Background: an optimization exercise with open tools, aiming at small area, a short achievable clock period and few clock cycles per item. Do not read the settings as production practice. Function was checked by simulation only, so behaviour that the tests miss may differ from the original.

==> maple: inputs <==
==> flow/design.v (excerpt) <==
module htv_amdem (
    input  wire        clk,
    input  wire        rst,
    input  wire        in_valid,
    output wire        in_ready,
    input  wire [31:0] in_i,
    input  wire [31:0] in_q,
    output wire        out_valid,
    input  wire        out_ready,
    output reg  [31:0] out_mag
);
Settings: LEC_CHECK=0, ABC_CLOCK_PERIOD_IN_PS=4500, CAP_MARGIN=20, CORE_MARGIN=2, CORE_UTILIZATION=55, SLEW_MARGIN=20; clock period 20.0 ns.
standard.sh (not shown) runs the stock make flow with config.mk's settings and CLKGATE_MAP_FILE= SYNTH_SCRIPT=/design/flow/synth_recipe.tcl, a recipe that flattens the netlist after the stock synthesis.
==> flow/flow/run.sh <==
#!/bin/bash
# Standard layout (the standard.sh: standard synthesis and ORFS flow),
# with the timing repair asked to leave a setup margin, so that it works on
# paths well inside the 20 ns clock period.  The SDC is the standard flow's, unchanged.
set -euo pipefail
bash standard.sh SETUP_SLACK_MARGIN=12.5 finish > standard_flow.log 2>&1
==> violet: changes against maple <==
--- a/flow/design.v
+++ b/flow/design.v
@@ -1089,61 +1089,89 @@
     input  wire [31:0] in_i,
     input  wire [31:0] in_q,
     output wire        out_valid,
     input  wire        out_ready,
     output reg  [31:0] out_mag
 );
-    localparam [25:0] CUT  = 26'b01_0010_0100_1001_0010_0100_1001;
+    localparam [25:0] CUT  = 26'h1AAAA90;
     localparam        CUTS = 1'b1;
-    reg  [1:0]  cnt;             
+    localparam        SQSPLIT = 1'b0;
+    reg         ne, full;        
+    reg         rdy, ovl;        
     reg  [31:0] skid;
-    wire        adv = !cnt[1];   
-    assign in_ready  = adv;
-    assign out_valid = (cnt != 2'd0);
+    wire        adv = !full;     
+    assign in_ready  = rdy;
+    assign out_valid = ovl;
     reg         v0;
     reg  [30:0] xi, xq;
     always @(posedge clk) begin
         if (rst) v0 <= 1'b0;
         else if (adv) v0 <= in_valid;
         if (adv) begin
             xi <= in_i[30:0];
             xq <= in_q[30:0];
         end
     end
-    wire        sw = (xq[30:23] > xi[30:23]);
-    wire [30:0] xa = sw ? xq : xi;      
-    wire [30:0] xb = sw ? xi : xq;
-    wire [7:0]  dx = xa[30:23] - xb[30:23];
-    wire [47:0] sxa, sya, sxb, syb;
-    htv_sq u_sqa (.f(xa[22:0]), .x(sxa), .y(sya));
-    htv_sq u_sqb (.f(xb[22:0]), .x(sxb), .y(syb));
-    wire [47:0] pa_w = sxa + sya;
-    wire [47:0] pb_w = sxb + syb;
-    wire        a_nan = (xa[30:23] == 8'hFF) && (xa[22:0] != 23'd0);
-    wire        b_nan = (xb[30:23] == 8'hFF) && (xb[22:0] != 23'd0);
+    wire [7:0]  ei = xi[30:23], eq = xq[30:23];
+    wire        sw = (eq > ei);             
+    wire [7:0]  dx = sw ? eq - ei : ei - eq;
+    wire [47:0] sxi, syi, sxq, syq;
+    htv_sq u_sqi (.f(xi[22:0]), .x(sxi), .y(syi));
+    htv_sq u_sqq (.f(xq[22:0]), .x(sxq), .y(syq));
+    wire        i_nan = (ei == 8'hFF) && (xi[22:0] != 23'd0);
+    wire        q_nan = (eq == 8'hFF) && (xq[22:0] != 23'd0);
     reg         v1;
-    reg  [7:0]  ea1, eb1;
+    reg  [7:0]  ei1, eq1;
     reg  [3:0]  dh1;
-    reg         far1, nan1, inf1, sa1, sb1;
-    reg  [25:0] pa1, pb1;
+    reg         sw1, far1, nan1, inf1, si1, sq1;
+    wire [25:0] pi1, pq1;
     always @(posedge clk) begin
         if (rst) v1 <= 1'b0;
         else if (adv) v1 <= v0;
         if (adv) begin
-            ea1  <= xa[30:23];
-            eb1  <= xb[30:23];
+            ei1  <= ei;
+            eq1  <= eq;
+            sw1  <= sw;
             dh1  <= dx[3:0];
             far1 <= (dx > 8'd13);
-            nan1 <= a_nan | b_nan;
-            inf1 <= (xa[30:23] == 8'hFF);    
-            sa1  <= (xa[10:0] != 11'd0);     
-            sb1  <= (xb[10:0] != 11'd0);
-            pa1  <= pa_w[47:22];
-            pb1  <= pb_w[47:22];
+            nan1 <= i_nan | q_nan;
+            inf1 <= (ei == 8'hFF) | (eq == 8'hFF);   
+            si1  <= (xi[10:0] != 11'd0);     
+            sq1  <= (xq[10:0] != 11'd0);
         end
     end
+    generate
+        if (SQSPLIT) begin : g_sqs
+            wire [22:0] li = {1'b0, sxi[21:0]} + {1'b0, syi[21:0]};
+            wire [22:0] lq = {1'b0, sxq[21:0]} + {1'b0, syq[21:0]};
+            reg  [25:0] xir, yir, xqr, yqr;
+            reg         cir, cqr;
+            always @(posedge clk) if (adv) begin
+                xir <= sxi[47:22]; yir <= syi[47:22]; cir <= li[22];
+                xqr <= sxq[47:22]; yqr <= syq[47:22]; cqr <= lq[22];
+            end
+            assign pi1 = xir + yir + {25'd0, cir};
+            assign pq1 = xqr + yqr + {25'd0, cqr};
+        end else begin : g_sqn
+            wire [47:0] pi_w = sxi + syi;
+            wire [47:0] pq_w = sxq + syq;
+            reg  [25:0] pir, pqr;
+            always @(posedge clk) if (adv) begin
+                pir <= pi_w[47:22];
+                pqr <= pq_w[47:22];
+            end
+            assign pi1 = pir;
+            assign pq1 = pqr;
+        end
+    endgenerate
+    wire [7:0]  ea1 = sw1 ? eq1 : ei1;
+    wire [7:0]  eb1 = sw1 ? ei1 : eq1;
+    wire [25:0] pa1 = sw1 ? pq1 : pi1;
+    wire [25:0] pb1 = sw1 ? pi1 : pq1;
+    wire        sa1 = sw1 ? sq1 : si1;
+    wire        sb1 = sw1 ? si1 : sq1;
     wire [24:0] ahi, amsk, bhi, bmsk;
     wire        arup, brup;
     htv_sqrnd u_ra (.ex(ea1), .p(pa1), .st21(sa1), .hi(ahi), .msk(amsk), .rup(arup));
     htv_sqrnd u_rb (.ex(eb1), .p(pb1), .st21(sb1), .hi(bhi), .msk(bmsk), .rup(brup));
     wire [28:0] s_w;
     htv_fadd u_add (.ahi(ahi), .amsk(amsk), .arup(arup), .bhi(bhi), .bmsk(bmsk), .brup(brup),
@@ -1235,14 +1263,22 @@
     endgenerate
     wire [7:0]  xf = xe[25];
     wire [30:0] pk = {xf - 8'd1, 23'd0} + {7'd0, q[25][24:1]} + {30'd0, q[25][0]};
     wire [31:0] res = (xf == 8'hFF) ? (xn[25] ? 32'h7FC00000 : 32'h7F800000) :
                       (xf == 8'h00) ? 32'h00000000 : {1'b0, pk};
     wire        push = adv & vv[25];
-    wire        take = out_ready & out_valid;
     always @(posedge clk) begin
-        if (rst) cnt <= 2'd0;
-        else cnt <= cnt + {1'b0, push} - {1'b0, take};
-        if (cnt == 2'd1) skid <= res;
-        if (cnt == 2'd0 || out_ready) out_mag <= cnt[1] ? skid : res;
+        if (rst) begin
+            ne   <= 1'b0;
+            full <= 1'b0;
+            ovl  <= 1'b0;
+            rdy  <= 1'b1;
+        end else begin
+            ne   <= push | full | (ne & !out_ready);
+            full <= !out_ready & (full | (ne & push));
+            ovl  <= push | full | (ne & !out_ready);
+            rdy  <= !(!out_ready & (full | (ne & push)));
+        end
+        if (ne & !full) skid <= res;
+        if (!ne || out_ready) out_mag <= full ? skid : res;
     end
 endmodule
==> flow/flow/run.sh (replaced) <==
#!/bin/bash
# Standard layout (the standard.sh: standard synthesis and ORFS flow),
# with the timing repair asked to leave a setup margin, so that it works on
# paths well inside the 20 ns clock period.  The SDC is the standard flow's, unchanged.
set -euo pipefail
bash standard.sh SETUP_SLACK_MARGIN=14.5 finish > standard_flow.log 2>&1
- ABC_AREA: default -> 1
- ABC_CLOCK_PERIOD_IN_PS: 4500 -> default
- CORE_UTILIZATION: 55 -> 68
- CTS_BUF_LIST: default -> sky130_fd_sc_hd__clkbuf_8
==> fjord: changes against maple <==
--- a/flow/design.v
+++ b/flow/design.v
@@ -1089,61 +1089,89 @@
     input  wire [31:0] in_i,
     input  wire [31:0] in_q,
     output wire        out_valid,
     input  wire        out_ready,
     output reg  [31:0] out_mag
 );
-    localparam [25:0] CUT  = 26'b01_0010_0100_1001_0010_0100_1001;
+    localparam [25:0] CUT  = 26'h1AAAA90;
     localparam        CUTS = 1'b1;
-    reg  [1:0]  cnt;             
+    localparam        SQSPLIT = 1'b0;
+    reg         ne, full;        
+    reg         rdy, ovl;        
     reg  [31:0] skid;
-    wire        adv = !cnt[1];   
-    assign in_ready  = adv;
-    assign out_valid = (cnt != 2'd0);
+    wire        adv = !full;     
+    assign in_ready  = rdy;
+    assign out_valid = ovl;
     reg         v0;
     reg  [30:0] xi, xq;
     always @(posedge clk) begin
         if (rst) v0 <= 1'b0;
         else if (adv) v0 <= in_valid;
         if (adv) begin
             xi <= in_i[30:0];
             xq <= in_q[30:0];
         end
     end
-    wire        sw = (xq[30:23] > xi[30:23]);
-    wire [30:0] xa = sw ? xq : xi;      
-    wire [30:0] xb = sw ? xi : xq;
-    wire [7:0]  dx = xa[30:23] - xb[30:23];
-    wire [47:0] sxa, sya, sxb, syb;
-    htv_sq u_sqa (.f(xa[22:0]), .x(sxa), .y(sya));
-    htv_sq u_sqb (.f(xb[22:0]), .x(sxb), .y(syb));
-    wire [47:0] pa_w = sxa + sya;
-    wire [47:0] pb_w = sxb + syb;
-    wire        a_nan = (xa[30:23] == 8'hFF) && (xa[22:0] != 23'd0);
-    wire        b_nan = (xb[30:23] == 8'hFF) && (xb[22:0] != 23'd0);
+    wire [7:0]  ei = xi[30:23], eq = xq[30:23];
+    wire        sw = (eq > ei);             
+    wire [7:0]  dx = sw ? eq - ei : ei - eq;
+    wire [47:0] sxi, syi, sxq, syq;
+    htv_sq u_sqi (.f(xi[22:0]), .x(sxi), .y(syi));
+    htv_sq u_sqq (.f(xq[22:0]), .x(sxq), .y(syq));
+    wire        i_nan = (ei == 8'hFF) && (xi[22:0] != 23'd0);
+    wire        q_nan = (eq == 8'hFF) && (xq[22:0] != 23'd0);
     reg         v1;
-    reg  [7:0]  ea1, eb1;
+    reg  [7:0]  ei1, eq1;
     reg  [3:0]  dh1;
-    reg         far1, nan1, inf1, sa1, sb1;
-    reg  [25:0] pa1, pb1;
+    reg         sw1, far1, nan1, inf1, si1, sq1;
+    wire [25:0] pi1, pq1;
     always @(posedge clk) begin
         if (rst) v1 <= 1'b0;
         else if (adv) v1 <= v0;
         if (adv) begin
-            ea1  <= xa[30:23];
-            eb1  <= xb[30:23];
+            ei1  <= ei;
+            eq1  <= eq;
+            sw1  <= sw;
             dh1  <= dx[3:0];
             far1 <= (dx > 8'd13);
-            nan1 <= a_nan | b_nan;
-            inf1 <= (xa[30:23] == 8'hFF);    
-            sa1  <= (xa[10:0] != 11'd0);     
-            sb1  <= (xb[10:0] != 11'd0);
-            pa1  <= pa_w[47:22];
-            pb1  <= pb_w[47:22];
+            nan1 <= i_nan | q_nan;
+            inf1 <= (ei == 8'hFF) | (eq == 8'hFF);   
+            si1  <= (xi[10:0] != 11'd0);     
+            sq1  <= (xq[10:0] != 11'd0);
         end
     end
+    generate
+        if (SQSPLIT) begin : g_sqs
+            wire [22:0] li = {1'b0, sxi[21:0]} + {1'b0, syi[21:0]};
+            wire [22:0] lq = {1'b0, sxq[21:0]} + {1'b0, syq[21:0]};
+            reg  [25:0] xir, yir, xqr, yqr;
+            reg         cir, cqr;
+            always @(posedge clk) if (adv) begin
+                xir <= sxi[47:22]; yir <= syi[47:22]; cir <= li[22];
+                xqr <= sxq[47:22]; yqr <= syq[47:22]; cqr <= lq[22];
+            end
+            assign pi1 = xir + yir + {25'd0, cir};
+            assign pq1 = xqr + yqr + {25'd0, cqr};
+        end else begin : g_sqn
+            wire [47:0] pi_w = sxi + syi;
+            wire [47:0] pq_w = sxq + syq;
+            reg  [25:0] pir, pqr;
+            always @(posedge clk) if (adv) begin
+                pir <= pi_w[47:22];
+                pqr <= pq_w[47:22];
+            end
+            assign pi1 = pir;
+            assign pq1 = pqr;
+        end
+    endgenerate
+    wire [7:0]  ea1 = sw1 ? eq1 : ei1;
+    wire [7:0]  eb1 = sw1 ? ei1 : eq1;
+    wire [25:0] pa1 = sw1 ? pq1 : pi1;
+    wire [25:0] pb1 = sw1 ? pi1 : pq1;
+    wire        sa1 = sw1 ? sq1 : si1;
+    wire        sb1 = sw1 ? si1 : sq1;
     wire [24:0] ahi, amsk, bhi, bmsk;
     wire        arup, brup;
     htv_sqrnd u_ra (.ex(ea1), .p(pa1), .st21(sa1), .hi(ahi), .msk(amsk), .rup(arup));
     htv_sqrnd u_rb (.ex(eb1), .p(pb1), .st21(sb1), .hi(bhi), .msk(bmsk), .rup(brup));
     wire [28:0] s_w;
     htv_fadd u_add (.ahi(ahi), .amsk(amsk), .arup(arup), .bhi(bhi), .bmsk(bmsk), .brup(brup),
@@ -1235,14 +1263,22 @@
     endgenerate
     wire [7:0]  xf = xe[25];
     wire [30:0] pk = {xf - 8'd1, 23'd0} + {7'd0, q[25][24:1]} + {30'd0, q[25][0]};
     wire [31:0] res = (xf == 8'hFF) ? (xn[25] ? 32'h7FC00000 : 32'h7F800000) :
                       (xf == 8'h00) ? 32'h00000000 : {1'b0, pk};
     wire        push = adv & vv[25];
-    wire        take = out_ready & out_valid;
     always @(posedge clk) begin
-        if (rst) cnt <= 2'd0;
-        else cnt <= cnt + {1'b0, push} - {1'b0, take};
-        if (cnt == 2'd1) skid <= res;
-        if (cnt == 2'd0 || out_ready) out_mag <= cnt[1] ? skid : res;
+        if (rst) begin
+            ne   <= 1'b0;
+            full <= 1'b0;
+            ovl  <= 1'b0;
+            rdy  <= 1'b1;
+        end else begin
+            ne   <= push | full | (ne & !out_ready);
+            full <= !out_ready & (full | (ne & push));
+            ovl  <= push | full | (ne & !out_ready);
+            rdy  <= !(!out_ready & (full | (ne & push)));
+        end
+        if (ne & !full) skid <= res;
+        if (!ne || out_ready) out_mag <= full ? skid : res;
     end
 endmodule
==> flow/flow/run.sh (replaced) <==
#!/bin/bash
# Standard layout (the standard.sh: standard synthesis and ORFS flow),
# with the timing repair asked to leave a setup margin, so that it works on
# paths well inside the 20 ns clock period.  The SDC is the standard flow's, unchanged.
set -euo pipefail
bash standard.sh SETUP_SLACK_MARGIN=14.5 finish > standard_flow.log 2>&1
- ABC_AREA: default -> 1
- ABC_CLOCK_PERIOD_IN_PS: 4500 -> default
- CORE_UTILIZATION: 55 -> 65
- CTS_BUF_LIST: default -> sky130_fd_sc_hd__clkbuf_8
- GPL_TIMING_DRIVEN: default -> 0
==> notes <==
maple completed with no timing, DRC or antenna violations. violet finished with timing, DRC and antenna clean. fjord finished with timing, DRC and antenna clean.
Against violet, the clock skew of fjord is higher by 18 ps.
In fjord the hold slack is lower than in maple, by 29 ps.
Cell area, highest first: fjord, violet, maple.
The highest clock-buffer cell count belongs to violet, the lowest to maple.
Against violet, the maximum frequency of fjord is smaller by 0.63%.
==> figures <==
metric	fjord	maple	violet
Proportion of netlist area held by the largest area contributor	32.3%	29.9%	32.3%
Detailed-routed wire length on met2	87,400 um	80,000 um	83,000 um
Height of the die	320 um	335 um	313 um
Initial antenna violation count	2	5	3
Result of the run	no timing/DRC/antenna violations	no timing/DRC/antenna violations	no timing/DRC/antenna violations
Fraction of standard cell area that is sequential	29.2%	25.7%	29.2%
Dpl cell area	67,600 um^2	62,800 um^2	66,800 um^2
Cell variety after synth	68	108	68
GR Layer Usage met3	5.34%	4.01%	5.30%
Largest register FFs	168	112	168
Synth Cell Area	64,800 um^2	60,100 um^2	64,800 um^2
Testbench counts of maple, summed over its fixed seeds: cycles 3,304, samples 3,200.
Testbench counts of violet, summed over its fixed seeds: cycles 3,320, samples 3,200.
Testbench counts of fjord, summed over its fixed seeds: cycles 3,320, samples 3,200.

[what the ideal ports hide]
How much do the figures lean on ideal ports? The routed layouts below were timed once more, with nothing changed but the port constraints.
Step 1: set_driving_cell puts a clkbuf_16 on clk and a buf_2 on each other input, an assumption about the parent block.
Step 2 moves the port delays by t, midway between the first and last clock arrival at a register: inputs arrive t later, outputs are due t later. That takes back most of the time a late clock gives input paths.
a / b / c = ideal ports / drivers / drivers and shift; a / b = the first two.
| run | t (ns) | setup slack, ns | clock arrival spread, ns | worst register clock-pin slew, ns | worst data-port slew with drivers (ns) |
|---|---|---|---|---|---|
| maple | 0.720 | 11.390 / 11.390 / 11.390 | 0.039 / 0.038 | 0.06 / 0.06 | 0.08 |
| violet | 0.890 | 14.555 / 14.489 / 14.499 | 0.064 / 0.064 | 0.09 / 0.09 | 0.06 |
| fjord | 0.889 | 14.521 / 14.480 / 14.513 | 0.088 / 0.089 | 0.08 / 0.08 | 0.07 |
After both steps setup and hold are still met in every run listed. The setup slack of violet, which loses most, moves by -0.066 ns with the drivers and by -0.056 ns with both steps.
